Source: an optimization exercise on an open RTL-to-GDS flow (aim: small area). Production flows keep margins and buffers that such runs may drop. Function was checked by simulation only, so behaviour that the tests miss may differ from the original. No activity file was given, so power comes from the tool's default toggle rates. No driver is modelled on the clock port, so clocking that relies on it looks cheaper here than on a real chip.

<file path="design.v">
module romprog_core (
    input  wire        clk,
    input  wire        rst,
    input  wire        rx_valid,
    input  wire [7:0]  rx_data,
    output wire        rx_ready,
    output wire        tx_valid,
    output wire [7:0]  tx_data,
    input  wire        tx_ready,
    output wire        flash_req_valid,
    output reg  [2:0]  flash_op,
    output wire [31:0] flash_addr,
    output wire [7:0]  flash_wdata,
    input  wire        flash_resp_valid,
    input  wire [7:0]  flash_rdata
);
    localparam [2:0] M_RX = 3'd0, M_CHK = 3'd1, M_XPREP = 3'd2, M_XREQ = 3'd3,
                     M_XPOST = 3'd4, M_XCRC = 3'd5, M_TOPEN = 3'd6, M_TBODY = 3'd7;
    localparam [1:0] D_IDLE = 2'd0, D_IN = 2'd1, D_ESC = 2'd2;
    reg  [2:0]   main;
    reg  [1:0]   dec;
    reg          tv;         
    reg  [5:0]   cnt;        
    reg  [6:0]   idx;        
    reg  [511:0] ring;
    reg  [7:0]   opc;
    reg  [7:0]   tl;         
    reg  [15:0]  A;          
    reg          hiA;        
    reg          L, Z;       
    reg  [1:0]   st;
    reg  [15:0]  C;          
    reg  [7:0]   R;          
    wire [7:0] ro = ring[511:504];         
    wire       slot_ok = (cnt == idx[5:0]);
    assign rx_ready = (main == M_RX) && ((dec == D_IDLE) || slot_ok);
    wire take  = rx_valid && rx_ready;
    wire is7E  = (rx_data == 8'h7E);
    wire is7D  = (rx_data == 8'h7D);
    wire full  = (idx == 7'd71);
    wire app   = take && !is7E && !full &&
                 (((dec == D_IN) && !is7D) || (dec == D_ESC));
    wire [7:0] v = rx_data ^ {2'b00, (dec == D_ESC), 5'b00000};
    wire [6:0] n = idx;
    wire op_ping = (opc == 8'd0), op_id = (opc == 8'd1), op_rd = (opc == 8'd2),
         op_wr = (opc == 8'd3), op_crc = (opc == 8'd4), op_er = (opc == 8'd5),
         op_chip = (opc == 8'd6);
    wire hdr_ok = (tl == {1'b0, n});
    wire len_ok = ((op_ping || op_id || op_chip) && n == 7'd3) ||
                  (op_rd && n == 7'd8) || (op_wr && n >= 7'd8) ||
                  ((op_crc || op_er) && n == 7'd11);
    wire [7:0] ab   = cnt[0] ? A[7:0] : A[15:8];
    wire       b_lt = (ab < ro);
    wire       b_eq = (ab == ro);
    wire       ro_z = (ro == 8'd0);
    wire       c7   = (cnt == 6'd7), c8 = (cnt == 6'd8), c10 = (cnt == 6'd10);
    wire       cr   = op_crc || op_er;
    wire [7:0] sm  = {2'b00, A[5:0]} + {1'b0, op_rd ? ro[6:0] : n};
    wire       rw_ok  = (A[14:6] != 9'h1FF) || (sm[7:6] == 2'b00) ||
                        (op_rd ? (sm == 8'd64) : (sm[7:3] == 5'b01000));
    wire       rd_ok  = rw_ok && !ro_z;
    wire       b_ok   = L && Z && ro_z;
    wire       badlen = op_rd && (ro[7] || (ro[6] && ro[5:0] != 6'd0));
    wire       rng_ok = !hiA && (op_rd ? rd_ok : op_wr ? rw_ok : b_ok);
    wire [1:0] status = (!hdr_ok || !len_ok) ? 2'd1 :
                        badlen ? 2'd3 :
                        ((op_rd || op_wr || cr) && !rng_ok) ? 2'd2 : 2'd0;
    wire       chk_fin = (cr && hdr_ok && len_ok) ? c10 : c7;
    wire ringw  = op_rd || op_id;
    wire step_a = op_rd || op_wr || op_crc || op_er;
    wire idx_tl = (idx == tl[6:0]);
    wire done   = (op_rd || op_wr) ? idx_tl :
                  cr ? (c8 && Z && L && b_eq) :
                  op_id ? (idx == 7'd7) : (idx == 7'd4);
    assign flash_req_valid = (main == M_XREQ);
    assign flash_addr      = {16'd0, A};
    assign flash_wdata     = R;
    always @(*) begin
        case (opc[2:0])
            3'd1: flash_op = {1'b1, idx[2] & ~idx[1], idx[2] & (idx[1] ^ idx[0])};
            3'd3: flash_op = 3'd1;
            3'd5: flash_op = 3'd2;
            3'd6: flash_op = 3'd3;
            default: flash_op = 3'd0;
        endcase
    end
    wire crc_step = (main == M_XCRC);
    wire crc_d    = R[~cnt[2:0]];
    wire crc_fb   = C[15] ^ crc_d;
    wire crc_al   = (cnt[3:0] == {~A[0], 3'b000});    
    wire crc_clr  = (main == M_RX) || (main == M_CHK);
    wire       keep_tl = op_rd && (st == 2'd0);
    wire [6:0] rlen = (st != 2'd0) ? 7'd4 :
                      op_ping ? 7'd11 :
                      (op_id || op_crc) ? 7'd6 : 7'd4;
    wire close  = idx_tl;
    wire mk     = (main == M_TOPEN) || close;
    wire R_esc  = (R == 8'h7E) || (R == 8'h7D);
    assign tx_valid = tv;
    assign tx_data  = mk ? 8'h7E : R_esc ? 8'h7D : R;
    reg [7:0] x;
    always @(*) begin
        case (idx)
            7'd0: x = opc;
            7'd1: x = tl;
            7'd2: x = 8'h00;
            7'd3: x = {6'd0, st};
            default: begin
                if (op_ping) begin
                    case (idx[2:0])
                        3'd4: x = 8'h01;
                        3'd7: x = 8'h80;
                        3'd2: x = 8'h40;
                        default: x = 8'h00;
                    endcase
                end else if (op_crc) x = idx[0] ? C[15:8] : C[7:0];
                else x = ro;
            end
        endcase
    end
    wire load_ok = (op_crc && idx[2]) ? crc_al : slot_ok;
    reg       rwe;
    reg [7:0] rwd;
    always @(*) begin
        rwe = 1'b0;
        rwd = R;
        if (main == M_RX) begin
            rwe = app && slot_ok;
            rwd = v;
        end else if (main == M_XPOST) begin
            rwe = ringw && slot_ok;
        end
    end
    always @(posedge clk)
        ring <= {ring[503:0], rwe ? rwd : ro};
    always @(posedge clk) begin
        if (rst) cnt <= 6'd0;
        else     cnt <= cnt + 6'd1;
    end
    always @(posedge clk) begin
        C <= {C[14:12], C[11] ^ (crc_step & crc_fb), C[10:5],
              C[4] ^ (crc_step & crc_fb), C[3:0], (C[15] & ~crc_clr) ^ (crc_step & crc_d)};
    end
    always @(posedge clk) begin
        if (rst) begin
            main <= M_RX;
            dec  <= D_IDLE;
            tv   <= 1'b0;
        end else begin
            case (main)
                M_RX: if (take) begin
                    case (dec)
                        D_IDLE: if (is7E) begin idx <= 7'd0; dec <= D_IN; end
                        D_IN: begin
                            if (is7E) begin
                                if (idx != 7'd0) begin main <= M_CHK; dec <= D_IDLE; end
                            end else if (is7D) dec <= D_ESC;
                            else if (full) begin idx <= 7'd0; dec <= D_IDLE; end
                        end
                        default: begin
                            if (is7E) begin idx <= 7'd0; dec <= D_IN; end
                            else if (full) begin idx <= 7'd0; dec <= D_IDLE; end
                            else dec <= D_IN;
                        end
                    endcase
                    if (app) begin
                        idx <= idx + 7'd1;
                        case (idx)
                            7'd0: begin opc <= v; A <= 16'd0; end
                            7'd1: tl <= v;
                            7'd2: tl[7] <= tl[7] | (v != 8'd0);
                            7'd3: A[7:0] <= v;
                            7'd4: begin A[14:8] <= v[6:0]; hiA <= v[7]; end
                            7'd5, 7'd6: hiA <= hiA | (v != 8'd0);
                            default: ;
                        endcase
                    end
                end
                M_CHK: begin
                    if (c7) begin
                        L <= b_lt;
                        Z <= ro_z;
                    end
                    if (c8) begin
                        L <= b_lt || (b_eq && L);
                        Z <= (!ro[7] || (ro == 8'h80 && Z)) &&
                             (!op_er || (Z && ro[3:0] == 4'd0 && A[11:0] == 12'd0));
                    end
                    if (cnt == 6'd9)
                        Z <= Z && ro_z;
                    if (chk_fin) begin
                        Z   <= 1'b0;
                        st  <= status;
                        if (!op_wr) tl <= {1'b0, 7'd4 + ro[6:0]};
                        idx <= op_wr ? 7'd7 : op_rd ? 7'd4 : 7'd3;
                        main <= (status != 2'd0 || op_ping) ? M_TOPEN : M_XPREP;
                    end
                end
                M_XPREP: begin
                    if (c7) begin
                        L <= b_eq;
                        Z <= 1'b1;
                    end
                    if (done)
                        main <= M_TOPEN;
                    else if (!(op_wr && !slot_ok) && !(cr && !(c8 && Z))) begin
                        R <= op_wr ? x : 8'd0;
                        main <= M_XREQ;
                    end
                end
                M_XREQ: if (flash_resp_valid) begin
                    Z <= 1'b0;
                    R <= flash_rdata;
                    if (step_a) A <= A + (op_er ? 16'd4096 : 16'd1);
                    main <= M_XPOST;
                end
                M_XPOST: begin
                    if (op_crc) begin
                        if (cnt[3:0] == {~A[0], 3'b111}) main <= M_XCRC;
                    end else if (!ringw || slot_ok) begin
                        idx <= idx + 7'd1;
                        main <= M_XPREP;
                    end
                end
                M_XCRC: if (cnt[2:0] == 3'b111) begin
                    main <= M_XPREP;
                end
                M_TOPEN: begin
                    if (!tv) begin
                        if (!keep_tl) tl <= {1'b0, rlen};
                        tv <= 1'b1;
                    end else if (tx_ready) begin
                        tv  <= 1'b0;
                        idx <= 7'd0;
                        main <= M_TBODY;
                    end
                end
                M_TBODY: begin
                    if (!tv) begin
                        if (close || load_ok) begin
                            R  <= x;
                            tv <= 1'b1;
                        end
                    end else if (tx_ready) begin
                        if (close) begin
                            tv <= 1'b0;
                            main <= M_RX;
                        end else if (R_esc) begin
                            R[5] <= ~R[5];
                        end else begin
                            tv <= 1'b0;
                            idx <= idx + 7'd1;
                        end
                    end
                end
            endcase
        end
    end
endmodule
</file>
<file path="flow/run.sh">
#!/bin/bash
# Layout flow: the standard ORFS layout (standard.sh), with two changes:
#  - the port buffers are the smallest buffer cell, buf_1, instead of the one
#    buffer_ports picks by default (clkdlybuf4s50_1);
#  - clock tree synthesis clusters more sinks per buffer and inserts no dummy
#    loads.
# Each tool's full output stays in orfs/logs/ (ORFS writes one log per step);
# the make output is kept in flow_make.log.
set -euo pipefail
export BUFFER_PORTS_ARGS="-buffer_cell sky130_fd_sc_hd__buf_1"
export CTS_ARGS="-sink_clustering_enable -repair_clock_nets -dont_use_dummy_load -sink_clustering_size 30 -sink_clustering_max_diameter 80"
bash standard.sh > flow_make.log 2>&1
</file>
<file path="standard.sh">
#!/bin/bash
# synth_recipe.tcl (not shown) runs the flow's synth.tcl, then flattens the netlist and writes it again
# the make line also repeats each setting of config.mk as NAME=value (left out here)
make -C /OpenROAD-flow-scripts/flow DESIGN_CONFIG=/design/flow/config.mk WORK_HOME=/design/flow/orfs CLKGATE_MAP_FILE= SYNTH_SCRIPT=/design/flow/synth_recipe.tcl "${@:-finish}"
</file>
<file path="config.mk">
export PLATFORM = sky130hd
export DESIGN_NAME = romprog_core
export DESIGN_NICKNAME = romprog_core
export VERILOG_FILES = /design/flow/design.v
export SDC_FILE = /design/flow/constraint.sdc
export NUM_CORES = 4
export LEC_CHECK = 0
export CAP_MARGIN = 20
export CORE_MARGIN = 2
export CORE_UTILIZATION = 70
export PLACE_DENSITY = 0.8
export SLEW_MARGIN = 20
</file>
<file path="constraint.sdc">
create_clock -name core_clock -period 10.0 [get_ports {clk}]
set_input_delay 2.0000 -clock core_clock [delete_from_list [all_inputs] [get_ports {clk}]]
set_output_delay 2.0000 -clock core_clock [all_outputs]
set_load 0.01 [all_outputs]
</file>
==> results_tabular.tex, run 1 <==
\begin{tabular}{lr}
\hline
Metric & Value \\
\hline
\multicolumn{2}{l}{\textbf{Logic synthesis}} \\
\quad Dominant synthesized flop cell & dfxtp\_1 \\
\quad Combined area of all synthesized cells & $\sim$17000 µm² \\
\quad Area share of xor/xnor cells in the synthesized design & under 10\% \\
\quad Post-synthesis share of cell area spent on and, or, nand and nor gates & 8.92\% \\
\quad Count of mapped cells out of synthesis & 1252 \\
\quad Number of register bits inferred by synthesis & 592 \\
\quad Cell types occupying the most area after synthesis & dfxtp\_1, edfxtp\_1, ha\_1 \\
\quad Adder-cell share of the synthesized area & 2.38\% \\
\quad Dominant combinational cell family by area after synthesis & simple AND/OR/NAND/NOR gates \\
\quad Mean instance size in the synthesized netlist & roughly 13 µm² \\
\quad Warnings from Yosys & 1 \\
\quad Fraction of the yosys area taken by sequential cells & 74.4\% \\
\quad Post-synthesis cell type count & 79 \\
\quad Multiplexer fraction of the synthesized cell area & 2.01\% \\
\quad Number of enable-type register cells in the synthesized netlist & 52 \\
\quad Cell taking the most area after synthesis & dfxtp\_1 \\
\quad Post-synth ARST share & 0\% \\
\quad Area share of the leading cell type in the synthesized netlist & 65.1\% \\
\quad Synthesized-area fraction occupied by ao, oa, aoi and oai cells & between 7 and 8\% \\
\multicolumn{2}{l}{\textbf{Timing}} \\
\quad Slew @ Worst Pin & 1.01 ns \\
\quad Sum of negative setup slack & 0 ns \\
\quad Achievable Freq & just under 200 MHz \\
\quad Fraction of the cycle the final worst path needs & 51.2\% \\
\quad Worst slew slack as a fraction of its limit & 32.5\% \\
\quad Final max-slew violation count & 0 \\
\quad Final critical delay including setup and external delays & 5.12 ns \\
\quad Final hold violation count & 0 \\
\quad Final setup skew & 0.0630 ns \\
\quad Setup violation total in the final timing report & 0 \\
\quad Setup repair after global routing missed its margin & no \\
\multicolumn{2}{l}{\textbf{Power}} \\
\quad Leakage dissipation & 6.68 nW \\
\quad Pwr per Cell Area & 199 nW/µm² \\
\quad Peak VDD IR & 0.174 mV \\
\multicolumn{2}{l}{\textbf{Setup path}} \\
\quad Crit-path slowest cell & edfxtp\_1 \\
\quad Critical Setup Path Class & register to primary output \\
\quad Crit path launch & idx[5]\$\_DFFE\_PP\_ \\
\quad Cells traversed along the worst timing path & xor2\_1 > nor4\_1 > nand2\_1 > o21ai\_1 > or2\_2 > buf\_1 \\
\quad Required time of the worst setup path & 8.00 ns \\
\quad RR Endpoint & main[2]\$\_SDFFE\_PP0P\_ \\
\quad Maximum fanout encountered on the critical timing path & 10 \\
\quad Setup crit start kind & register \\
\quad Slowest Stage Delay on Critical Path & just over 0.6 ns \\
\quad Setup crit end & tx\_data[4] \\
\quad Worst r2r src & opc[2]\$\_DFFE\_PP\_ \\
\quad Register-to-Register Path Depth & 12 \\
\quad Endpoint class of the critical path & primary output \\
\quad Data arrival, critical path & 3.12 ns \\
\quad Worst R2R Setup Slack & 5.89 ns \\
\multicolumn{2}{l}{\textbf{Detailed routing}} \\
\quad Number of remaining DRC errors & 0 \\
\quad Post-DRT Antenna Nets & 0 \\
\quad Via density & 5.94 \\
\quad First-iteration detailed-routing DRC count & 1162 \\
\quad Via Count & 9625 \\
\quad Detailed-route wire length & around 38 mm \\
\quad Router iterations before antenna repair & 6 \\
\quad Average wire per cell in the routed design & 23.2 µm \\
\multicolumn{2}{l}{\textbf{Cells and area}} \\
\quad Number of nets at the end of the flow & 1355 \\
\quad Number of antenna cells inserted & 0 \\
\quad Count of filler cells inserted in the layout & about 1400 \\
\quad Most frequent standard cell in the layout excluding fill and tap cells & dfxtp\_1 \\
\quad Highest-count cells in the layout ignoring fill and taps & dfxtp\_1, nand2\_1, nor2\_1 \\
\quad Area growth from synthesis to layout & 6.36\% \\
\quad Fraction of layout cells with a size suffix above 1 & 5.15\% \\
\quad Post-route cell area & 17700 µm² \\
\multicolumn{2}{l}{\textbf{Global route}} \\
\quad Congestion Overflow GR & 0 \\
\quad Via count of the first global-routing pass & 9369 \\
\quad Wire length of the first global-routing pass & 55.9 mm \\
\quad Number of antenna violations at the first check in global routing & 0 \\
\quad Total global-route track usage & a little under a third \\
\quad Maximum number of pins on one net before global-route repair & 31 \\
\multicolumn{2}{l}{\textbf{Clock network}} \\
\quad TritonCTS Buffers & 24 \\
\quad Clock-pin slew on the worst setup and hold paths & 0.11 ns \\
\quad CTS Root Buffer Type & clkbuf\_16 \\
\quad CTS sink count & 592 \\
\quad CTS H-tree depth & 1 \\
\quad Maximum clock insertion buffer count & 3 \\
\quad Source-to-sink clock delay at the later pin of the worst-skew pair & 0.56 ns \\
\quad Clock tree from TritonCTS & built \\
\quad Hold\_buf cts & 0 \\
\quad Number of gates given a new drive strength after cts & 0 \\
\quad Setup Buffers After CTS & 0 \\
\multicolumn{2}{l}{\textbf{Floorplanning}} \\
\quad Core Box Area & 23400 µm² \\
\quad Initial Utilization & 71.0\% \\
\quad Number of cell rows & 56 \\
\quad Die H & 158 µm \\
\quad Die Footprint & 25000 µm² \\
\quad Die width & 158 µm \\
\quad Number of top-level design ports & 75 \\
\multicolumn{2}{l}{\textbf{Hold path}} \\
\quad Critical hold path startpoint & ring[1]\$\_DFF\_P\_ \\
\quad Class of the most critical hold timing path & register to register \\
\multicolumn{2}{l}{\textbf{Status}} \\
\quad Result of the run & complete, no violations \\
\multicolumn{2}{l}{\textbf{Placement}} \\
\quad Placer's final routability congestion estimate & just under 1 \\
\quad Port-buffer cells & between 50 and 60 \\
\quad Sum of net half-perimeters after detailed placement & between 20 and 25 mm \\
\quad Post-placement cell area & 17100 µm² \\
\multicolumn{2}{l}{\textbf{Job}} \\
\quad Count of maximum capacitance violations & 0 \\
\hline
\end{tabular}
[area by class of cell]
| type | instances | area, µm² | area share (%) |
|---|---|---|---|
| sequential | 592 | 12400 | 70.0 |
| inverter | 25 | 93.8 | 0.531 |
| tap | 319 | 399 | 2.26 |
| clock buffer | 24 | 601 | 3.40 |
| multi-input combinational | 593 | 3930 | 22.2 |
| timing repair buffer | 67 | 285 | 1.61 |
[state kept, by name (all words and copies together) (netlist names), 3 cells and up]
signal  count
R           8
C          16
main        3
tl          8
idx         7
ring      512
cnt         6
A          16
opc         8
[critical path: cells and delay by family (launching register included)]
kind | cells | cell delay [ns]
simple gates | 3 | 1.04
flops | 1 | 0.62
compound gates | 1 | 0.52
xor+xnor | 1 | 0.24
buf+inv | 1 | 0.15
[Yosys cell counts (7+ instances only)]
master / n
o21a_1: 7
nor2_1: 62
inv_1: 24
edfxtp_1: 52
mux2i_1: 21
xnor2_1: 11
ha_1: 30
buf_2: 11
buf_4: 16
a211oi_1: 9
a31oi_1: 15
a21oi_1: 31
xor2_1: 31
o21ai_0: 42
mux2_2: 7
or3_1: 8
clkbuf_1: 26
nand2_1: 83
nor3_1: 23
nand3_1: 29
dfxtp_1: 540
nor4_1: 8
o22ai_1: 15
nor2b_1: 8
and3_1: 10
or2_2: 7
[worst min path at each step]
stage,cells past startpoint,end
floorplan,0,ring[100]$_DFF_P_
global placement,0,ring[336]$_DFF_P_
detailed placement,0,ring[114]$_DFF_P_
CTS,0,ring[9]$_DFF_P_
global route,0,ring[9]$_DFF_P_
finish,0,ring[9]$_DFF_P_
[power by group]
part           internal, W  total [W]  switching (W)  leakage (nW)
Combinational    0.0000126  0.0000359      0.0000233          1.58
Clock             0.000433    0.00109       0.000653         0.296
Sequential         0.00239    0.00239     0.00000499          4.80
Total              0.00283    0.00351       0.000681          6.68
[metal layers]
layer / global-route usage (%) / vias to the layer above / share of wire, %
met3: 5.20 / 123 / 9.3
met4: 11.1 / 0 / 4.1
met5: 0 / - / 0
met2: 48.4 / 588 / 46
met1: 42.0 / 4540 / 41
li1: - / 4374 / -
[through the flow]
| step | utilization (%) | cells | power [W] | setup WS, ns | hold slack [ns] |
|---|---|---|---|---|---|
| 2_1_floorplan | - | 1267 | 0.00247 | 5.79 | 0.310 |
| 3_3_place_gp | 72.9 | 1596 | 0.00248 | 4.89 | 0.310 |
| 3_5_place_dp | 72.9 | 1596 | 0.00248 | 4.76 | 0.312 |
| 4_1_cts | 75.5 | 1620 | 0.00352 | 4.92 | 0.289 |
| 5_1_grt | 75.5 | 1620 | 0.00360 | 4.71 | 0.278 |
| 6_report | 75.5 | 1620 | 0.00351 | 4.88 | 0.293 |
[cells by family (layout without fill, tap and decap cells)]
family,after synthesis,after routing
and+or+nand+nor,287,287
adders and majority gates,31,31
muxes,30,30
other,1,16
DFF,592,592
xor gates and xnor gates,42,42
AOI/OAI and AO/OA,187,187
buffers and inverters,82,116
==> run 2: changes to the inputs <==
--- a/design.v
+++ b/design.v
@@ -28,3 +28,2 @@
     reg  [15:0]  A;          
-    reg          hiA;        
     reg          L, Z;       
@@ -63,3 +62,3 @@
     wire       badlen = op_rd && (ro[7] || (ro[6] && ro[5:0] != 6'd0));
-    wire       rng_ok = !hiA && (op_rd ? rd_ok : op_wr ? rw_ok : b_ok);
+    wire       rng_ok = !A[15] && (op_rd ? rd_ok : op_wr ? rw_ok : b_ok);
     wire [1:0] status = (!hdr_ok || !len_ok) ? 2'd1 :
@@ -172,4 +171,4 @@
                             7'd3: A[7:0] <= v;
-                            7'd4: begin A[14:8] <= v[6:0]; hiA <= v[7]; end
-                            7'd5, 7'd6: hiA <= hiA | (v != 8'd0);
+                            7'd4: A[15:8] <= v;
+                            7'd5, 7'd6: A[15] <= A[15] | (v != 8'd0);
                             default: ;
--- a/config.mk
+++ b/config.mk
@@ -9,4 +9,4 @@
 export CORE_MARGIN = 2
-export CORE_UTILIZATION = 70
-export PLACE_DENSITY = 0.8
+export CORE_UTILIZATION = 60
+export PLACE_DENSITY = 0.75
 export SLEW_MARGIN = 20
==> run 2 against run 1 <==
  * Global-route usage shrank 6.3 points
  * Power grew 9.0%
  * Wire length shrank 6.6%
  * Combinational power grew to 7.5 times the previous value
  * Register-to-register slack lost 0.37 ns
  * Critical endpoint is now flash_req_valid
  * Die area grew 17%
  * Utilization shrank 11 points
  * Maximum frequency shrank 4.7%
  * Still clean on timing, DRC and antenna
  * Largest power group unchanged
  * Critical path depth shrank 1
  * Final cell count grew 5.7%
==> results_tabular.tex, run 2 <==
\begin{tabular}{lr}
\hline
Metric & Value \\
\hline
\multicolumn{2}{l}{\textbf{Hold path}} \\
\quad Class of the most critical hold timing path & register to register (unchanged) \\
\multicolumn{2}{l}{\textbf{Detailed routing}} \\
\quad Router iterations before antenna repair & 7 (was 6) \\
\quad Average wire per cell in the routed design & 20.5 µm (was 23.2 µm) \\
\quad First-iteration detailed-routing DRC count & 966 (was 1162) \\
\quad Post-DRT Antenna Nets & 0 (unchanged) \\
\quad Via Count & 9544 (was 9625) \\
\quad Via density & 5.57 (was 5.94) \\
\quad Detailed-route wire length & 35.0 mm (was 37.5 mm) \\
\quad Number of remaining DRC errors & 0 (unchanged) \\
\multicolumn{2}{l}{\textbf{Timing}} \\
\quad Worst slew slack as a fraction of its limit & 28.9\% (was 32.5\%) \\
\quad Final critical delay including setup and external delays & 5.38 ns (was 5.12 ns) \\
\quad Achievable Freq & 186 MHz (was 195 MHz) \\
\quad Sum of negative setup slack & 0 ns (unchanged) \\
\quad Final setup skew & 0.0729 ns (was 0.0630 ns) \\
\quad Final critical-path setup slack & 4.62 ns (was 4.88 ns) \\
\quad Final max-slew violation count & 0 (unchanged) \\
\quad Fraction of the cycle the final worst path needs & 53.8\% (was 51.2\%) \\
\quad Setup repair after global routing missed its margin & no (unchanged) \\
\quad Setup violation total in the final timing report & 0 (unchanged) \\
\quad Slew @ Worst Pin & 1.06 ns (was 1.01 ns) \\
\quad Final hold violation count & 0 (unchanged) \\
\multicolumn{2}{l}{\textbf{Placement}} \\
\quad Sum of net half-perimeters after detailed placement & 23.8 mm (was 24.9 mm) \\
\quad Placer's final routability congestion estimate & 0.993 (was 0.963) \\
\quad Port-buffer cells & 58 (unchanged) \\
\quad Worst slack at placement & 5.06 ns (was 4.76 ns) \\
\multicolumn{2}{l}{\textbf{Floorplanning}} \\
\quad Die Footprint & 29200 µm² (was 25000 µm²) \\
\quad Number of top-level design ports & 75 (unchanged) \\
\quad Die width & 171 µm (was 158 µm) \\
\quad Die H & 171 µm (was 158 µm) \\
\quad Core Box Area & 27600 µm² (was 23400 µm²) \\
\quad Initial Utilization & 60.6\% (was 71.0\%) \\
\quad Number of cell rows & 61 (was 56) \\
\multicolumn{2}{l}{\textbf{Clock network}} \\
\quad Hold\_buf cts & 0 (unchanged) \\
\quad Clock-pin slew on the worst setup and hold paths & 0.10 ns (was 0.11 ns) \\
\quad CTS Root Buffer Type & clkbuf\_16 (unchanged) \\
\quad Clock tree from TritonCTS & built (unchanged) \\
\quad CTS H-tree depth & 1 (unchanged) \\
\quad Source-to-sink clock delay at the later pin of the worst-skew pair & 0.57 ns (was 0.56 ns) \\
\quad Maximum clock insertion buffer count & 3 (unchanged) \\
\quad Setup Buffers After CTS & 0 (unchanged) \\
\quad Number of gates given a new drive strength after cts & 0 (unchanged) \\
\quad TritonCTS Buffers & 26 (was 24) \\
\quad CTS sink count & 591 (was 592) \\
\multicolumn{2}{l}{\textbf{Logic synthesis}} \\
\quad Number of register bits inferred by synthesis & 591 (was 592) \\
\quad Mean instance size in the synthesized netlist & 13.1 µm² (was 13.3 µm²) \\
\quad Combined area of all synthesized cells & 16700 µm² (was 16600 µm²) \\
\quad Area share of the leading cell type in the synthesized netlist & 64.8\% (was 65.1\%) \\
\quad Number of enable-type register cells in the synthesized netlist & 51 (was 52) \\
\quad Cell types occupying the most area after synthesis & dfxtp\_1, edfxtp\_1, ha\_1 (unchanged) \\
\quad Fraction of the yosys area taken by sequential cells & 74.0\% (was 74.4\%) \\
\quad Post-synthesis cell type count & 72 (was 79) \\
\quad Top cells by instance count after synthesis & dfxtp\_1, nand2\_1, nor2\_1 (unchanged) \\
\quad Most repeated cell in the gate-level netlist after synthesis & dfxtp\_1 (unchanged) \\
\quad Dominant synthesized flop cell & dfxtp\_1 (unchanged) \\
\quad Post-synth ARST share & 0\% (unchanged) \\
\quad Warnings from Yosys & 1 (unchanged) \\
\quad Cell taking the most area after synthesis & dfxtp\_1 (unchanged) \\
\quad Count of mapped cells out of synthesis & 1277 (was 1252) \\
\multicolumn{2}{l}{\textbf{Cells and area}} \\
\quad Area growth from synthesis to layout & 7.27\% (was 6.36\%) \\
\quad Registers with the most flip-flops & ring: 512 flops, A: 16 flops, C: 16 flops (unchanged) \\
\quad Number of nets at the end of the flow & 1387 (was 1355) \\
\quad Number of flip-flops under the largest register name & 512 (unchanged) \\
\quad Highest-count cells in the layout ignoring fill and taps & dfxtp\_1, nand2\_1, nor2\_1 (unchanged) \\
\quad Most frequent standard cell in the layout excluding fill and tap cells & dfxtp\_1 (unchanged) \\
\quad Top reg by flops & ring (unchanged) \\
\quad Fraction of layout cells with a size suffix above 1 & 5.85\% (was 5.15\%) \\
\multicolumn{2}{l}{\textbf{Status}} \\
\quad Result of the run & complete, no violations (unchanged) \\
\multicolumn{2}{l}{\textbf{Global route}} \\
\quad Via count of the first global-routing pass & 9152 (was 9369) \\
\quad Total global-route track usage & 24.0\% (was 30.3\%) \\
\quad Number of antenna violations at the first check in global routing & 2 (was 0) \\
\quad Congestion Overflow GR & 0 (unchanged) \\
\quad Maximum number of pins on one net before global-route repair & 32 (was 31) \\
\quad Wire length of the first global-routing pass & 53.0 mm (was 55.9 mm) \\
\multicolumn{2}{l}{\textbf{Power}} \\
\quad Peak VDD IR & 0.182 mV (was 0.174 mV) \\
\quad Leakage dissipation & 6.82 nW (was 6.68 nW) \\
\quad Total Power Consumption & 0.00383 W (was 0.00351 W) \\
\quad Pwr per Cell Area & 214 nW/µm² (was 199 nW/µm²) \\
\multicolumn{2}{l}{\textbf{Setup path}} \\
\quad Crit path top cell by count & inv\_1 \\
\quad Required time of the worst setup path & 8.00 ns (about the same) \\
\quad Slowest Stage Delay on Critical Path & 0.85 ns (was 0.62 ns) \\
\quad Critical Setup Path Class & register to primary output (unchanged) \\
\quad Buffers and inverters on the worst path & 3 (was 1) \\
\quad Data arrival, critical path & 3.38 ns (was 3.12 ns) \\
\quad Crit-path slowest cell & dfxtp\_1 (was edfxtp\_1) \\
\quad Cell class contributing the biggest share of worst-path delay & buffers and inverters (was simple AND/OR/NAND/NOR gates) \\
\quad Cells traversed along the worst timing path & inv\_1 > nor2\_1 > nand2\_1 > inv\_1 > buf\_1 (was xor2\_1 > nor4\_1 > nand2\_1 > o21ai\_1 > or2\_2 > buf\_1) \\
\quad Endpoint class of the critical path & primary output (unchanged) \\
\quad Maximum fanout encountered on the critical timing path & 24 (was 10) \\
\quad Setup crit start kind & register (unchanged) \\
\multicolumn{2}{l}{\textbf{Job}} \\
\quad Count of maximum capacitance violations & 0 (unchanged) \\
\hline
\end{tabular}
run 2: cell types whose count changed after synthesis, moves of 9 or more:
cell	previous run	this run
buf_2	11	2
mux2i_1	21	11
nand4_1	6	17
nor2_1	62	74
xnor2_1	11	24
xor2_1	31	19
run 2: cell families (layout without fill, tap and decap cells):
family          after synthesis  count (layout)  synth area share (%)
compound gates              192             192                  7.78
xor+xnor                     43              43                  2.26
fa+ha+maj                    31              31                  2.37
buf+inv                      80             121                  2.29
flops                       591             591                  74.0
mux                          22              22                  1.54
other cells                   1              17                0.0225
simple gates                317             317                  9.79
run 2: area by class of cell:
| class | count | area, µm² |
|---|---|---|
| inverters | 25 | 93.8 |
| multi-input cells | 621 | 4030 |
| clock buffers | 26 | 651 |
| diodes | 1 | 2.50 |
| repair buffers | 70 | 308 |
| flip-flops and latches | 591 | 12300 |
| well taps | 378 | 473 |
| fillers | 2058 | 9650 |
run 2: per-stage QoR:
stage          hold slack, ns  instances  util, %  cell area (µm²)
2_1_floorplan           0.310       1292        -            16700
6_report                0.298       1712     65.0            17900
3_3_place_gp            0.310       1685     62.6            17200
5_1_grt                 0.273       1711     65.0            17900
3_5_place_dp            0.312       1685     62.6            17200
4_1_cts                 0.286       1711     64.9            17900
run 2: final timing paths:
check	startpoint	endpoint	slack, ns	cells past startpoint
worst max register to register	idx[0]$_DFFE_PP_	tl[0]$_DFFE_PP_	5.52	9
worst min-delay path	C[5]$_DFF_P_	C[6]$_DFF_P_	0.30	0
worst max-delay path	main[1]$_SDFFE_PP0P_	flash_req_valid	4.62	5
worst min register to register	C[5]$_DFF_P_	C[6]$_DFF_P_	0.30	0
run 2: report_power, final:
group          leakage [nW]  switching [W]  internal [W]
combinational          1.68       0.000182     0.0000882
clock                 0.320       0.000657      0.000465
sequential             4.82      0.0000331       0.00240
run 2: metal layers:
layer  global-route usage, %  share of wire, %  wire length, µm  up-vias
met1                    34.6                44            15500     4530
met4                    8.58               3.8             1330        0
met3                    4.42               8.8             3090       99
met2                    36.5                43            15100      445
met5                       0                 0                0        -
li1                        -                 -                -     4470
run 2: worst reg2reg max path, cell delays in order, from the launching register on:
cell and delay, ns:
edfxtp_1 0.77, inv_1 0.41, ha_1 0.39, nor2b_1 0.22, nand3_1 0.11, a21o_1 0.22, or4_4 0.56, a31o_1 0.32
or4_4 0.57, a21oi_1 0.54
==> run 3: changes to the inputs <==
--- a/design.v
+++ b/design.v
@@ -88,3 +88,3 @@
     wire crc_fb   = C[15] ^ crc_d;
-    wire crc_al   = (cnt[3:0] == {~A[0], 3'b000});    
+    wire crc_al   = (cnt[3:0] == {~A[0] ^ idx[0], 3'b000});
     wire crc_clr  = (main == M_RX) || (main == M_CHK);
@@ -114,3 +114,3 @@
                     endcase
-                end else if (op_crc) x = idx[0] ? C[15:8] : C[7:0];
+                end else if (op_crc) x = C[7:0];
                 else x = ro;
--- a/flow/run.sh
+++ b/flow/run.sh
@@ -10,3 +10,3 @@
 export BUFFER_PORTS_ARGS="-buffer_cell sky130_fd_sc_hd__buf_1"
-export CTS_ARGS="-sink_clustering_enable -repair_clock_nets -dont_use_dummy_load -sink_clustering_size 30 -sink_clustering_max_diameter 80"
+export CTS_ARGS="-sink_clustering_enable -repair_clock_nets -dont_use_dummy_load -sink_clustering_size 33 -sink_clustering_max_diameter 85"
 bash standard.sh > flow_make.log 2>&1
==> run 3 against run 2 <==
  * Critical path depth is the same
  * Sequential share of layout area grew 1.7 points
  * Power shrank 11%
  * Wire length decreased by 5.3%
  * Critical endpoint unchanged
  * Largest cell class unchanged
  * Highest routed layer unchanged
==> results_tabular.tex, run 3 <==
\begin{tabular}{lr}
\hline
Metric & Value \\
\hline
\multicolumn{2}{l}{\textbf{Status}} \\
\quad Result of the run & complete, no violations (unchanged) \\
\multicolumn{2}{l}{\textbf{Timing}} \\
\quad Final hold violation count & 0 (unchanged) \\
\quad Fraction of the cycle the final worst path needs & 50.5\% (was 53.8\%) \\
\quad Sum of negative setup slack & 0 ns (unchanged) \\
\quad Final max-slew violation count & 0 (unchanged) \\
\quad Final critical delay including setup and external delays & 5.05 ns (was 5.38 ns) \\
\quad Achievable Freq & 198 MHz (was 186 MHz) \\
\quad Setup repair after global routing missed its margin & no (unchanged) \\
\quad Slew @ Worst Pin & 0.965 ns (was 1.06 ns) \\
\quad Final setup skew & 0.0545 ns (was 0.0729 ns) \\
\quad Setup violation total in the final timing report & 0 (unchanged) \\
\quad Worst slew slack as a fraction of its limit & 35.6\% (was 28.9\%) \\
\multicolumn{2}{l}{\textbf{Clock network}} \\
\quad Setup Buffers After CTS & 0 (unchanged) \\
\quad Number of gates given a new drive strength after cts & 0 (unchanged) \\
\quad Hold\_buf cts & 0 (unchanged) \\
\quad CTS Root Buffer Type & clkbuf\_16 (unchanged) \\
\quad Clock tree from TritonCTS & built (unchanged) \\
\quad CTS H-tree depth & 1 (unchanged) \\
\quad TritonCTS Buffers & 21 (was 26) \\
\quad Source-to-sink clock delay at the later pin of the worst-skew pair & 0.56 ns (was 0.57 ns) \\
\quad Maximum clock insertion buffer count & 3 (unchanged) \\
\quad Clock-pin slew on the worst setup and hold paths & 0.11 ns (was 0.10 ns) \\
\quad CTS sink count & 591 (unchanged) \\
\multicolumn{2}{l}{\textbf{Global route}} \\
\quad Congestion Overflow GR & 0 (unchanged) \\
\quad Wire length of the first global-routing pass & 50.0 mm (was 53.0 mm) \\
\quad Number of antenna violations at the first check in global routing & 0 (was 2) \\
\quad Total global-route track usage & 22.8\% (was 24.0\%) \\
\quad Via count of the first global-routing pass & 8692 (was 9152) \\
\quad Maximum number of pins on one net before global-route repair & 34 (was 32) \\
\multicolumn{2}{l}{\textbf{Logic synthesis}} \\
\quad Area share of the leading cell type in the synthesized netlist & 65.7\% (was 64.8\%) \\
\quad Post-synthesis cell type count & 68 (was 72) \\
\quad Dominant synthesized flop cell & dfxtp\_1 (unchanged) \\
\quad Fraction of the yosys area taken by sequential cells & 75.0\% (was 74.0\%) \\
\quad Most repeated cell in the gate-level netlist after synthesis & dfxtp\_1 (unchanged) \\
\quad Cell taking the most area after synthesis & dfxtp\_1 (unchanged) \\
\quad Top cells by instance count after synthesis & dfxtp\_1, nand2\_1, nor2\_1 (unchanged) \\
\quad Number of enable-type register cells in the synthesized netlist & 51 (unchanged) \\
\quad Cell types occupying the most area after synthesis & dfxtp\_1, edfxtp\_1, nand2\_1 (was dfxtp\_1, edfxtp\_1, ha\_1) \\
\quad Mean instance size in the synthesized netlist & 13.1 µm² (about the same) \\
\quad Combined area of all synthesized cells & 16500 µm² (was 16700 µm²) \\
\quad Count of mapped cells out of synthesis & 1260 (was 1277) \\
\quad Number of register bits inferred by synthesis & 591 (unchanged) \\
\quad Warnings from Yosys & 1 (unchanged) \\
\quad Post-synth ARST share & 0\% (unchanged) \\
\multicolumn{2}{l}{\textbf{Cells and area}} \\
\quad Number of nets at the end of the flow & 1362 (was 1387) \\
\quad Fraction of layout cells with a size suffix above 1 & 4.05\% (was 5.85\%) \\
\quad Area growth from synthesis to layout & 6.16\% (was 7.27\%) \\
\quad Number of flip-flops under the largest register name & 512 (unchanged) \\
\quad Highest-count cells in the layout ignoring fill and taps & dfxtp\_1, nand2\_1, nor2\_1 (unchanged) \\
\quad Most frequent standard cell in the layout excluding fill and tap cells & dfxtp\_1 (unchanged) \\
\quad Post-route cell area & 17500 µm² (was 17900 µm²) \\
\quad Count of filler cells inserted in the layout & 1975 (was 2058) \\
\quad Registers with the most flip-flops & ring: 512 flops, A: 16 flops, C: 16 flops (unchanged) \\
\quad Area occupied by multi-input gates & 3800 µm² (was 4030 µm²) \\
\quad Number of antenna cells inserted & 0 (was 1) \\
\quad Top reg by flops & ring (unchanged) \\
\quad Reg area & 12300 µm² (unchanged) \\
\multicolumn{2}{l}{\textbf{Setup path}} \\
\quad Crit path launch & main[2]\$\_SDFFE\_PP0P\_ (was main[1]\$\_SDFFE\_PP0P\_) \\
\quad Critical Setup Path Class & register to primary output (unchanged) \\
\quad RR Endpoint & main[2]\$\_SDFFE\_PP0P\_ (was tl[0]\$\_DFFE\_PP\_) \\
\quad Endpoint class of the critical path & primary output (unchanged) \\
\quad Buffers and inverters on the worst path & 4 (was 3) \\
\quad Register-to-Register Path Depth & 12 (was 9) \\
\quad CP Depth & 5 (unchanged) \\
\quad Crit path top cell by count & inv\_1 (unchanged) \\
\quad Setup crit end & flash\_req\_valid (unchanged) \\
\quad Setup crit start kind & register (unchanged) \\
\quad Cell class contributing the biggest share of worst-path delay & buffers and inverters (unchanged) \\
\quad Required time of the worst setup path & 8.00 ns (about the same) \\
\quad Worst r2r src & opc[0]\$\_DFFE\_PP\_ (was idx[0]\$\_DFFE\_PP\_) \\
\quad Worst R2R Setup Slack & 5.76 ns (was 5.52 ns) \\
\quad Crit-path slowest cell & dfxtp\_1 (unchanged) \\
\quad Maximum fanout encountered on the critical timing path & 24 (unchanged) \\
\quad Cells traversed along the worst timing path & inv\_1 > nand3\_1 > buf\_4 > inv\_1 > buf\_1 (was inv\_1 > nor2\_1 > nand2\_1 > inv\_1 > buf\_1) \\
\quad Slowest Stage Delay on Critical Path & 0.97 ns (was 0.85 ns) \\
\quad Data arrival, critical path & 3.05 ns (was 3.38 ns) \\
\multicolumn{2}{l}{\textbf{Detailed routing}} \\
\quad Number of remaining DRC errors & 0 (unchanged) \\
\quad Via density & 5.57 (about the same) \\
\quad Average wire per cell in the routed design & 20.1 µm (was 20.5 µm) \\
\quad Via Count & 9192 (was 9544) \\
\quad Post-DRT Antenna Nets & 0 (unchanged) \\
\quad Detailed-route wire length & 33.2 mm (was 35.0 mm) \\
\quad Router iterations before antenna repair & 6 (was 7) \\
\quad First-iteration detailed-routing DRC count & 1022 (was 966) \\
\multicolumn{2}{l}{\textbf{Placement}} \\
\quad Port-buffer cells & 58 (unchanged) \\
\quad Placer's final routability congestion estimate & 1.05 (was 0.993) \\
\quad Sum of net half-perimeters after detailed placement & 23.2 mm (was 23.8 mm) \\
\quad Post-placement cell area & 16900 µm² (was 17200 µm²) \\
\multicolumn{2}{l}{\textbf{Power}} \\
\quad Peak VDD IR & 0.162 mV (was 0.182 mV) \\
\quad Pwr per Cell Area & 195 nW/µm² (was 214 nW/µm²) \\
\quad Leakage dissipation & 6.61 nW (was 6.82 nW) \\
\multicolumn{2}{l}{\textbf{Job}} \\
\quad Count of maximum capacitance violations & 0 (unchanged) \\
\multicolumn{2}{l}{\textbf{Floorplanning}} \\
\quad Die Footprint & 28800 µm² (was 29200 µm²) \\
\quad Die width & 170 µm (was 171 µm) \\
\quad Die H & 170 µm (was 171 µm) \\
\quad Core Box Area & 27000 µm² (was 27600 µm²) \\
\quad Number of cell rows & 60 (was 61) \\
\quad Initial Utilization & 61.1\% (was 60.6\%) \\
\quad Number of top-level design ports & 75 (unchanged) \\
\multicolumn{2}{l}{\textbf{Hold path}} \\
\quad Class of the most critical hold timing path & register to register (unchanged) \\
\hline
\end{tabular}
-- run 3: changes by cell type after synthesis, moves of 7 or more --
cell     previous run  this run
nand2_1            82       101
o21ai_0            44        56
nor2_1             74        60
nand4_1            17        10
-- run 3: worst min path at each step --
stage / end / slack, ns / from / cells after the start
after floorplan: C[10]$_DFF_P_ / 0.31 / C[9]$_DFF_P_ / 0
after global placement: ring[226]$_DFF_P_ / 0.31 / ring[218]$_DFF_P_ / 0
after CTS: ring[224]$_DFF_P_ / 0.29 / ring[216]$_DFF_P_ / 0
after global routing: ring[84]$_DFF_P_ / 0.31 / ring[76]$_DFF_P_ / 0
after detailed placement: ring[118]$_DFF_P_ / 0.31 / ring[110]$_DFF_P_ / 0
final: ring[224]$_DFF_P_ / 0.29 / ring[216]$_DFF_P_ / 0
-- run 3: kinds of logic (layout without fill, tap and decap cells) --
kind of cell	count (synthesis)	count (layout)	share of synthesized area, %
flops	591	591	75.0
buf+inv	81	114	2.30
mux	17	17	1.24
compound gates	191	191	7.47
simple gates	305	305	9.31
other cells	1	16	0.0228
xor+xnor	43	43	2.29
fa+ha+maj	31	31	2.40
-- run 3: power breakdown --
group          leakage (nW)  switching, W  internal [W]
registers              4.79    0.00000444       0.00238
logic                  1.56     0.0000193     0.0000106
clock network         0.259      0.000613      0.000382
-- run 3: cell type report --
cell class / instances / share of cell area (%)
sequential: 591 / 70.6
multi-input combinational: 603 / 21.8
clock buffer: 21 / 3.01
tap: 341 / 2.44
timing repair buffer: 66 / 1.59
inverter: 27 / 0.580
-- run 3: per-stage QoR --
| step | setup slack, ns | hold WS (ns) | std cells | total power, W | util (%) |
|---|---|---|---|---|---|
| 2_1_floorplan | 5.85 | 0.310 | 1275 | 0.00246 | - |
| 3_3_place_gp | 5.35 | 0.310 | 1628 | 0.00247 | 62.9 |
| 5_1_grt | 4.85 | 0.315 | 1649 | 0.00352 | 64.8 |
| 4_1_cts | 5.08 | 0.293 | 1649 | 0.00344 | 64.8 |
| 3_5_place_dp | 5.22 | 0.312 | 1628 | 0.00247 | 62.9 |
| 6_report | 4.95 | 0.291 | 1649 | 0.00341 | 64.8 |
-- run 3: layer usage --
metal  track usage, %  wire length [µm]  part of all wire [%]  up-vias
met3             4.99              2850                   8.6       73
met5                0                 0                     0        -
li1                 -                 -                     -     4369
met4             6.73              1080                   3.2        0
met1             34.0             15500                    47     4342
met2             33.4             13800                    42      408
==> run 4: changes to the inputs <==
--- a/flow/run.sh
+++ b/flow/run.sh
@@ -4,3 +4,3 @@
 #    buffer_ports picks by default (clkdlybuf4s50_1);
-#  - clock tree synthesis clusters more sinks per buffer and inserts no dummy
+#  - clock tree synthesis uses clkbuf_8 buffers, clusters sinks for them and inserts no dummy
 #    loads.
@@ -10,3 +10,3 @@
 export BUFFER_PORTS_ARGS="-buffer_cell sky130_fd_sc_hd__buf_1"
-export CTS_ARGS="-sink_clustering_enable -repair_clock_nets -dont_use_dummy_load -sink_clustering_size 33 -sink_clustering_max_diameter 85"
+export CTS_ARGS="-sink_clustering_enable -repair_clock_nets -dont_use_dummy_load -buf_list sky130_fd_sc_hd__clkbuf_8 -sink_clustering_size 20 -sink_clustering_max_diameter 60"
 bash standard.sh > flow_make.log 2>&1
==> run 4 against run 3 <==
  * Synthesized cell count stayed put
  * First-iteration DRC count rose by 0.39%
  * Design area decreased by 0.17%
  * Global-route usage increased by 0.23 points
  * Critical path type unchanged
==> results_tabular.tex, run 4 <==
\begin{tabular}{lr}
\hline
Metric & Value \\
\hline
\multicolumn{2}{l}{\textbf{Status}} \\
\quad Result of the run & complete, no violations (unchanged) \\
\multicolumn{2}{l}{\textbf{Placement}} \\
\quad Worst slack at placement & 5.22 ns (unchanged) \\
\quad Placer's final routability congestion estimate & 1.05 (unchanged) \\
\quad Port-buffer cells & 58 (unchanged) \\
\quad Placed Instances & 1628 (unchanged) \\
\quad Sum of net half-perimeters after detailed placement & 23.2 mm (unchanged) \\
\multicolumn{2}{l}{\textbf{Logic synthesis}} \\
\quad Post-synthesis share of cell area spent on and, or, nand and nor gates & 9.31\% (unchanged) \\
\quad Cell taking the most area after synthesis & dfxtp\_1 (unchanged) \\
\quad Cell types occupying the most area after synthesis & dfxtp\_1, edfxtp\_1, nand2\_1 (unchanged) \\
\quad Number of register bits inferred by synthesis & 591 (unchanged) \\
\quad Multiplexer fraction of the synthesized cell area & 1.24\% (unchanged) \\
\quad Fraction of the yosys area taken by sequential cells & 75.0\% (unchanged) \\
\quad Area share of xor/xnor cells in the synthesized design & 2.29\% (unchanged) \\
\quad Adder-cell share of the synthesized area & 2.40\% (unchanged) \\
\quad Count of mapped cells out of synthesis & 1260 (unchanged) \\
\quad Post-synthesis cell type count & 68 (unchanged) \\
\quad Combined area of all synthesized cells & 16500 µm² (unchanged) \\
\quad Synthesized-area fraction occupied by ao, oa, aoi and oai cells & 7.47\% (unchanged) \\
\quad Warnings from Yosys & 1 (unchanged) \\
\quad Dominant combinational cell family by area after synthesis & simple AND/OR/NAND/NOR gates (unchanged) \\
\quad Most repeated cell in the gate-level netlist after synthesis & dfxtp\_1 (unchanged) \\
\quad Area share of the leading cell type in the synthesized netlist & 65.7\% (unchanged) \\
\quad Dominant synthesized flop cell & dfxtp\_1 (unchanged) \\
\quad Post-synth ARST share & 0\% (unchanged) \\
\quad Mean instance size in the synthesized netlist & 13.1 µm² (unchanged) \\
\quad Top cells by instance count after synthesis & dfxtp\_1, nand2\_1, nor2\_1 (unchanged) \\
\quad Number of enable-type register cells in the synthesized netlist & 51 (unchanged) \\
\multicolumn{2}{l}{\textbf{Power}} \\
\quad Pwr per Cell Area & 193 nW/µm² (was 195 nW/µm²) \\
\quad Leakage dissipation & 6.61 nW (about the same) \\
\quad Peak VDD IR & 0.196 mV (was 0.162 mV) \\
\multicolumn{2}{l}{\textbf{Hold path}} \\
\quad Hold depth & 0 (unchanged) \\
\quad Critical hold path startpoint & ring[317]\$\_DFF\_P\_ (was ring[216]\$\_DFF\_P\_) \\
\quad Worst Hold End & ring[325]\$\_DFF\_P\_ (was ring[224]\$\_DFF\_P\_) \\
\quad Class of the most critical hold timing path & register to register (unchanged) \\
\multicolumn{2}{l}{\textbf{Clock network}} \\
\quad Clock tree from TritonCTS & built (unchanged) \\
\quad Maximum clock insertion buffer count & 3 (unchanged) \\
\quad Source-to-sink clock delay at the later pin of the worst-skew pair & 0.57 ns (was 0.56 ns) \\
\quad Number of gates given a new drive strength after cts & 0 (unchanged) \\
\quad Clock-pin slew on the worst setup and hold paths & 0.10 ns (was 0.11 ns) \\
\quad TritonCTS Buffers & 36 (was 21) \\
\quad CTS Root Buffer Type & clkbuf\_8 (was clkbuf\_16) \\
\quad Setup Buffers After CTS & 0 (unchanged) \\
\quad Hold\_buf cts & 0 (unchanged) \\
\quad CTS H-tree depth & 2 (was 1) \\
\quad CTS sink count & 591 (unchanged) \\
\multicolumn{2}{l}{\textbf{Cells and area}} \\
\quad Count of filler cells inserted in the layout & 2001 (was 1975) \\
\quad Count of placed standard cells in the final layout, fillers left out & 1664 (was 1649) \\
\quad Most frequent standard cell in the layout excluding fill and tap cells & dfxtp\_1 (unchanged) \\
\quad Number of flip-flops under the largest register name & 512 (unchanged) \\
\quad Registers with the most flip-flops & ring: 512 flops, A: 16 flops, C: 16 flops (unchanged) \\
\quad Top reg by flops & ring (unchanged) \\
\quad Number of nets at the end of the flow & 1377 (was 1362) \\
\quad Area growth from synthesis to layout & 5.97\% (was 6.16\%) \\
\quad Final Util & 64.7\% (was 64.8\%) \\
\quad Fraction of layout cells with a size suffix above 1 & 5.14\% (was 4.05\%) \\
\quad Number of antenna cells inserted & 0 (unchanged) \\
\quad Highest-count cells in the layout ignoring fill and taps & dfxtp\_1, nand2\_1, nor2\_1 (unchanged) \\
\multicolumn{2}{l}{\textbf{Timing}} \\
\quad Worst slew slack as a fraction of its limit & 36.4\% (was 35.6\%) \\
\quad Setup repair after global routing missed its margin & no (unchanged) \\
\quad Achievable Freq & 203 MHz (was 198 MHz) \\
\quad Fraction of the cycle the final worst path needs & 49.3\% (was 50.5\%) \\
\quad Final critical delay including setup and external delays & 4.93 ns (was 5.05 ns) \\
\quad Final hold violation count & 0 (unchanged) \\
\quad Slew @ Worst Pin & 0.941 ns (was 0.965 ns) \\
\quad Final critical-path setup slack & 5.07 ns (was 4.95 ns) \\
\quad Final max-slew violation count & 0 (unchanged) \\
\quad Setup violation total in the final timing report & 0 (unchanged) \\
\quad Sum of negative setup slack & 0 ns (unchanged) \\
\quad Final setup skew & 0.0886 ns (was 0.0545 ns) \\
\quad Tightest hold margin & 0.308 ns (was 0.291 ns) \\
\multicolumn{2}{l}{\textbf{Setup path}} \\
\quad Critical Setup Path Class & register to primary output (unchanged) \\
\quad Cells traversed along the worst timing path & xor2\_1 > nor4\_1 > nand4\_1 > nand2\_1 > or2\_2 > buf\_1 (was inv\_1 > nand3\_1 > buf\_4 > inv\_1 > buf\_1) \\
\quad Worst R2R Setup Slack & 5.67 ns (was 5.76 ns) \\
\quad Maximum fanout encountered on the critical timing path & 11 (was 24) \\
\quad Slowest Stage Delay on Critical Path & 0.61 ns (was 0.97 ns) \\
\quad Worst r2r src & opc[0]\$\_DFFE\_PP\_ (unchanged) \\
\quad Required time of the worst setup path & 8.00 ns (about the same) \\
\quad Cell class contributing the biggest share of worst-path delay & simple AND/OR/NAND/NOR gates (was buffers and inverters) \\
\quad Data arrival, critical path & 2.93 ns (was 3.05 ns) \\
\quad Crit-path slowest cell & edfxtp\_1 (was dfxtp\_1) \\
\quad Endpoint class of the critical path & primary output (unchanged) \\
\quad CP Depth & 6 (was 5) \\
\quad Setup crit start kind & register (unchanged) \\
\quad Buffers and inverters on the worst path & 1 (was 4) \\
\quad RR Endpoint & main[2]\$\_SDFFE\_PP0P\_ (unchanged) \\
\quad Register-to-Register Path Depth & 12 (unchanged) \\
\multicolumn{2}{l}{\textbf{Floorplanning}} \\
\quad Number of cell rows & 60 (unchanged) \\
\quad Initial Utilization & 61.1\% (unchanged) \\
\quad Number of top-level design ports & 75 (unchanged) \\
\quad Die width & 170 µm (unchanged) \\
\quad Die Footprint & 28800 µm² (unchanged) \\
\quad Core Box Area & 27000 µm² (unchanged) \\
\quad Die H & 170 µm (unchanged) \\
\multicolumn{2}{l}{\textbf{Global route}} \\
\quad Wire length of the first global-routing pass & 50.3 mm (was 50.0 mm) \\
\quad Total global-route track usage & 23.0\% (was 22.8\%) \\
\quad Number of antenna violations at the first check in global routing & 0 (unchanged) \\
\quad Congestion Overflow GR & 0 (unchanged) \\
\quad Maximum number of pins on one net before global-route repair & 25 (was 34) \\
\quad Via count of the first global-routing pass & 8801 (was 8692) \\
\multicolumn{2}{l}{\textbf{Detailed routing}} \\
\quad Post-DRT Antenna Nets & 0 (unchanged) \\
\quad First-iteration detailed-routing DRC count & 1026 (was 1022) \\
\quad Number of remaining DRC errors & 0 (unchanged) \\
\quad Via density & 5.56 (was 5.57) \\
\quad Detailed-route wire length & 33.2 mm (about the same) \\
\quad Router iterations before antenna repair & 6 (unchanged) \\
\quad Via Count & 9259 (was 9192) \\
\quad Average wire per cell in the routed design & 20.0 µm (was 20.1 µm) \\
\multicolumn{2}{l}{\textbf{Job}} \\
\quad Count of maximum capacitance violations & 0 (unchanged) \\
\hline
\end{tabular}
run 4: cell counts after synthesis:
No cell type changed its count.
run 4: cell type report:
| class | count | area, µm² | area share (%) |
|---|---|---|---|
| inverter | 27 | 101 | 0.581 |
| timing repair buffer | 66 | 278 | 1.59 |
| clock buffer | 36 | 495 | 2.84 |
| multi-input combinational | 603 | 3800 | 21.8 |
| sequential | 591 | 12300 | 70.7 |
| tap | 341 | 427 | 2.45 |
run 4: power by group:
group	internal (W)	leakage, nW	total, W	switching, W
clock network	0.000327	0.259	0.000949	0.000622
logic	0.0000106	1.56	0.0000298	0.0000193
registers	0.00238	4.79	0.00239	0.00000448
total	0.00272	6.61	0.00337	0.000646
run 4: worst max path at each step:
stage	from	to	slack, ns
final	idx[4]$_DFFE_PP_	tx_data[2]	5.07
after global routing	idx[4]$_DFFE_PP_	tx_data[2]	4.86
after CTS	idx[4]$_DFFE_PP_	tx_data[2]	5.11
after detailed placement	rx_data[3]	idx[4]$_DFFE_PP_	5.22
after global placement	rx_data[2]	idx[4]$_DFFE_PP_	5.35
after floorplan	rx_data[0]	idx[0]$_DFFE_PP_	5.85
run 4: logic make-up (layout without fill, tap and decap cells):
| kind of cell | count (synthesis) | in the layout |
|---|---|---|
| flops | 591 | 591 |
| simple gates | 305 | 305 |
| compound gates | 191 | 191 |
| buf+inv | 81 | 129 |
| xor+xnor | 43 | 43 |
| fa+ha+maj | 31 | 31 |
| mux | 17 | 17 |
| other cells | 1 | 16 |
run 4: worst reg2reg max path, stage by stage (launching register included):
cell and delay [ns]:
edfxtp_1 0.69, nor2b_1 0.45, nand3_1 0.40, o21ai_0 0.45, ha_1 0.32, a211oi_1 0.28
o21bai_1 0.12, a21oi_1 0.23, or3b_1 0.37, a21oi_1 0.14, o31ai_1 0.14, o311a_1 0.41
a21o_1 0.18
run 4: stage by stage:
step,instance area (µm²),total power (W)
floorplan,16500,0.00246
global placement,16900,0.00247
detailed placement,16900,0.00247
CTS,17400,0.00340
global route,17400,0.00349
finish,17400,0.00337
run 4: per-layer routing:
metal  vias to the layer above  GRT usage (%)  wire [µm]
met3                        77           6.11       3090
met1                      4370           34.0      15400
met5                         -              0          0
met4                         0           7.80        976
met2                       409           32.9      13700
li1                       4403              -          -
==> run 5: changes to the inputs <==
--- a/config.mk
+++ b/config.mk
@@ -7,3 +7,3 @@
 export LEC_CHECK = 0
-export CAP_MARGIN = 20
+export CAP_MARGIN = 0
 export CORE_MARGIN = 2
@@ -11,2 +11,2 @@
 export PLACE_DENSITY = 0.75
-export SLEW_MARGIN = 20
+export SLEW_MARGIN = 0
==> run 5 against run 4 <==
  * Critical path depth did not move
  * Clock-buffer cell count did not move
  * Synthesized area did not move
  * Maximum frequency fell by 0.16%
  * Design area barely moved
  * Sequential share of layout area barely moved
  * Worst hold slack improved by 0.0016 ns
  * Utilization barely moved
  * Synthesized cell count did not move
  * First-iteration DRC count rose by 3.0%
  * Non-clock buffer count did not move
  * Clock skew rose by 0.0039 ns
  * Largest cell class unchanged
  * Highest routed layer unchanged
==> results_tabular.tex, run 5 <==
\begin{tabular}{lr}
\hline
Metric & Value \\
\hline
\multicolumn{2}{l}{\textbf{Detailed routing}} \\
\quad Average wire per cell in the routed design & 20.0 µm (about the same) \\
\quad Router iterations before antenna repair & 6 (unchanged) \\
\quad Via Count & 9197 (was 9259) \\
\quad Number of remaining DRC errors & 0 (unchanged) \\
\quad Post-DRT Antenna Nets & 0 (unchanged) \\
\quad First-iteration detailed-routing DRC count & 1057 (was 1026) \\
\quad Via density & 5.53 (was 5.56) \\
\quad Detailed-route wire length & 33.3 mm (was 33.2 mm) \\
\multicolumn{2}{l}{\textbf{Timing}} \\
\quad Achievable Freq & 202 MHz (was 203 MHz) \\
\quad Final max-slew violation count & 0 (unchanged) \\
\quad Sum of negative setup slack & 0 ns (unchanged) \\
\quad Fraction of the cycle the final worst path needs & 49.4\% (was 49.3\%) \\
\quad Setup repair after global routing missed its margin & no (unchanged) \\
\quad Worst slew slack as a fraction of its limit & 19.3\% (was 36.4\%) \\
\quad Final hold violation count & 0 (unchanged) \\
\quad Final setup skew & 0.0925 ns (was 0.0886 ns) \\
\quad Setup violation total in the final timing report & 0 (unchanged) \\
\quad Slew @ Worst Pin & 1.21 ns (was 0.941 ns) \\
\quad Final critical delay including setup and external delays & 4.94 ns (was 4.93 ns) \\
\multicolumn{2}{l}{\textbf{Power}} \\
\quad Relative contribution of the clock network to total power & 28.2\% (about the same) \\
\quad Total internal power & 0.00272 W (about the same) \\
\quad Fraction of power spent switching nets & 19.2\% (about the same) \\
\quad Power spent charging and discharging nets & 0.000648 W (was 0.000646 W) \\
\quad Portion of total power attributed to sequential cells & 70.9\% (about the same) \\
\quad Leakage dissipation & 6.61 nW (about the same) \\
\quad Portion of total power attributed to combinational logic & 0.9\% (about the same) \\
\quad Pwr per Cell Area & 193 nW/µm² (about the same) \\
\quad Peak VDD IR & 0.196 mV (about the same) \\
\multicolumn{2}{l}{\textbf{Clock network}} \\
\quad CTS sink count & 591 (unchanged) \\
\quad CTS H-tree depth & 2 (unchanged) \\
\quad Source-to-sink clock delay at the later pin of the worst-skew pair & 0.57 ns (about the same) \\
\quad Clock tree from TritonCTS & built (unchanged) \\
\quad Clock-pin slew on the worst setup and hold paths & 0.10 ns (about the same) \\
\quad CTS Root Buffer Type & clkbuf\_8 (unchanged) \\
\quad Number of gates given a new drive strength after cts & 0 (unchanged) \\
\quad Setup Buffers After CTS & 0 (unchanged) \\
\quad Hold\_buf cts & 0 (unchanged) \\
\quad Maximum clock insertion buffer count & 3 (unchanged) \\
\quad TritonCTS Buffers & 36 (unchanged) \\
\multicolumn{2}{l}{\textbf{Cells and area}} \\
\quad Count of filler cells inserted in the layout & 1999 (was 2001) \\
\quad Fraction of layout cells with a size suffix above 1 & 5.06\% (was 5.14\%) \\
\quad Area growth from synthesis to layout & 5.95\% (was 5.97\%) \\
\quad Number of flip-flops under the largest register name & 512 (unchanged) \\
\quad Highest-count cells in the layout ignoring fill and taps & dfxtp\_1, nand2\_1, nor2\_1 (unchanged) \\
\quad Number of nets at the end of the flow & 1377 (unchanged) \\
\quad Top reg by flops & ring (unchanged) \\
\quad Most frequent standard cell in the layout excluding fill and tap cells & dfxtp\_1 (unchanged) \\
\quad Number of antenna cells inserted & 0 (unchanged) \\
\quad Final Util & 64.7\% (about the same) \\
\quad Registers with the most flip-flops & ring: 512 flops, A: 16 flops, C: 16 flops (unchanged) \\
\multicolumn{2}{l}{\textbf{Placement}} \\
\quad Sum of net half-perimeters after detailed placement & 23.2 mm (unchanged) \\
\quad Placer's final routability congestion estimate & 1.05 (unchanged) \\
\quad Port-buffer cells & 58 (unchanged) \\
\multicolumn{2}{l}{\textbf{Logic synthesis}} \\
\quad Count of mapped cells out of synthesis & 1260 (unchanged) \\
\quad Most repeated cell in the gate-level netlist after synthesis & dfxtp\_1 (unchanged) \\
\quad Dominant synthesized flop cell & dfxtp\_1 (unchanged) \\
\quad Post-synthesis cell type count & 68 (unchanged) \\
\quad Warnings from Yosys & 1 (unchanged) \\
\quad Top cells by instance count after synthesis & dfxtp\_1, nand2\_1, nor2\_1 (unchanged) \\
\quad Combined area of all synthesized cells & 16500 µm² (unchanged) \\
\quad Number of enable-type register cells in the synthesized netlist & 51 (unchanged) \\
\quad Number of register bits inferred by synthesis & 591 (unchanged) \\
\quad Fraction of the yosys area taken by sequential cells & 75.0\% (unchanged) \\
\quad Cell types occupying the most area after synthesis & dfxtp\_1, edfxtp\_1, nand2\_1 (unchanged) \\
\quad Mean instance size in the synthesized netlist & 13.1 µm² (unchanged) \\
\quad Cell taking the most area after synthesis & dfxtp\_1 (unchanged) \\
\quad Post-synth ARST share & 0\% (unchanged) \\
\quad Area share of the leading cell type in the synthesized netlist & 65.7\% (unchanged) \\
\multicolumn{2}{l}{\textbf{Status}} \\
\quad Result of the run & complete, no violations (unchanged) \\
\multicolumn{2}{l}{\textbf{Floorplanning}} \\
\quad Number of top-level design ports & 75 (unchanged) \\
\quad Die Footprint & 28800 µm² (unchanged) \\
\quad Core Box Area & 27000 µm² (unchanged) \\
\quad Die H & 170 µm (unchanged) \\
\quad Die width & 170 µm (unchanged) \\
\quad Number of cell rows & 60 (unchanged) \\
\quad Initial Utilization & 61.1\% (unchanged) \\
\multicolumn{2}{l}{\textbf{Setup path}} \\
\quad Setup crit start kind & register (unchanged) \\
\quad Maximum fanout encountered on the critical timing path & 11 (unchanged) \\
\quad Worst R2R Setup Slack & 5.60 ns (was 5.67 ns) \\
\quad Crit path launch & idx[4]\$\_DFFE\_PP\_ (unchanged) \\
\quad Register-to-Register Path Depth & 12 (unchanged) \\
\quad Required time of the worst setup path & 8.00 ns (about the same) \\
\quad Critical Setup Path Class & register to primary output (unchanged) \\
\quad Setup crit end & tx\_data[2] (unchanged) \\
\quad Endpoint class of the critical path & primary output (unchanged) \\
\quad Worst r2r src & opc[0]\$\_DFFE\_PP\_ (unchanged) \\
\quad RR Endpoint & main[2]\$\_SDFFE\_PP0P\_ (unchanged) \\
\quad Data arrival, critical path & 2.94 ns (was 2.93 ns) \\
\multicolumn{2}{l}{\textbf{Hold path}} \\
\quad Class of the most critical hold timing path & register to register (unchanged) \\
\multicolumn{2}{l}{\textbf{Job}} \\
\quad Count of maximum capacitance violations & 0 (unchanged) \\
\multicolumn{2}{l}{\textbf{Global route}} \\
\quad Maximum number of pins on one net before global-route repair & 25 (unchanged) \\
\quad Number of antenna violations at the first check in global routing & 0 (unchanged) \\
\quad Congestion Overflow GR & 0 (unchanged) \\
\quad Total global-route track usage & 23.0\% (unchanged) \\
\quad Wire length of the first global-routing pass & 50.3 mm (unchanged) \\
\quad Via count of the first global-routing pass & 8801 (unchanged) \\
\hline
\end{tabular}
==> run 5: cells by family after synthesis <==
family | count (synthesis) | share of synthesized area [%]
DFF | 591 | 75.0
and+or+nand+nor | 305 | 9.31
AOI/OAI and AO/OA | 191 | 7.47
buffers and inverters | 81 | 2.30
xor gates and xnor gates | 43 | 2.29
adders and majority gates | 31 | 2.40
muxes | 17 | 1.24
other | 1 | 0.0228
==> run 5: layout make-up <==
cell class	instances	area, µm²	share of cell area, %
Tap cell	341	427	2.45
Clock buffer	36	495	2.84
Multi-Input combinational cell	603	3800	21.8
Sequential cell	591	12300	70.8
Timing Repair Buffer	66	278	1.59
Inverter	27	101	0.581
==> run 5: metal layers <==
metal,wire [µm],track usage (%),share of wire (%),vias up
met2,13700,32.9,41,397
met3,3000,6.11,9.0,78
met5,0,0,0,-
met4,1050,7.80,3.2,0
met1,15500,34.0,47,4316
li1,-,-,-,4406
==> run 5: power by group through the flow <==
stage	registers (W)	logic, W	clock network (W)
floorplan	0.00244	0.0000233	0
global placement	0.00244	0.0000285	0
detailed placement	0.00244	0.0000290	0
CTS	0.00239	0.0000293	0.000983
global route	0.00239	0.0000326	0.00107
finish	0.00239	0.0000298	0.000951
==> run 5: worst min-delay path by stage <==
stage / to / from / cells past startpoint / slack (ns)
2_1_floorplan: C[10]$_DFF_P_ / C[9]$_DFF_P_ / 0 / 0.31
3_3_place_gp: ring[226]$_DFF_P_ / ring[218]$_DFF_P_ / 0 / 0.31
3_5_place_dp: ring[118]$_DFF_P_ / ring[110]$_DFF_P_ / 0 / 0.31
4_1_cts: ring[325]$_DFF_P_ / ring[317]$_DFF_P_ / 0 / 0.30
5_1_grt: ring[325]$_DFF_P_ / ring[317]$_DFF_P_ / 0 / 0.31
6_report: ring[325]$_DFF_P_ / ring[317]$_DFF_P_ / 0 / 0.31
==> run 5: critical path, stage by stage, from the launching register on <==
cell	delay [ns]
edfxtp_1	0.62
xor2_1	0.24
nor4_1	0.32
nand4_1	0.54
nand2_1	0.37
or2_2	0.15
buf_1	0.15
==> run 5: metrics by stage <==
step	hold slack, ns	setup WS [ns]	instance area [µm²]	total power [W]	std cells
3_3_place_gp	0.310	5.35	16900	0.00247	1628
6_report	0.310	5.06	17400	0.00337	1664
4_1_cts	0.303	5.11	17400	0.00340	1664
2_1_floorplan	0.310	5.85	16500	0.00246	1275
5_1_grt	0.308	4.86	17400	0.00349	1664
3_5_place_dp	0.312	5.22	16900	0.00247	1628

-- separate check: timing with driven ports --
No port has a modelled driver above. Below, the same layouts with a new extraction and two added sets of constraints.
Step 1 sets driving cells, clkbuf_16 on the clock port and buf_2 on the other inputs (assumed; they add their load-dependent delay and slew).
Step 2, shift: input delay + t, output delay - t, t = (earliest + latest rising clock arrival at the registers) / 2. This alone moves slack from input paths to output paths.
Slacks: no drivers / after step 1 / after step 2; pairs: no drivers / after step 1.
run	t (ns)	slack for setup (ns)	worst setup path after step 2	clock arrival spread, ns	worst slew at a driven data input, ns
run 1	0.583	4.875 / 4.824 / 5.036	input to register	0.063 / 0.063	0.05
run 2	0.588	4.622 / 4.573 / 4.949	input to register	0.074 / 0.075	0.04
run 3	0.576	4.946 / 4.900 / 5.118	input to register	0.055 / 0.055	0.06
run 4	0.572	5.067 / 5.025 / 5.117	input to register	0.089 / 0.089	0.07
run 5	0.570	5.059 / 5.017 / 5.104	input to register	0.093 / 0.092	0.06
After both steps setup and hold are still met in every run listed.
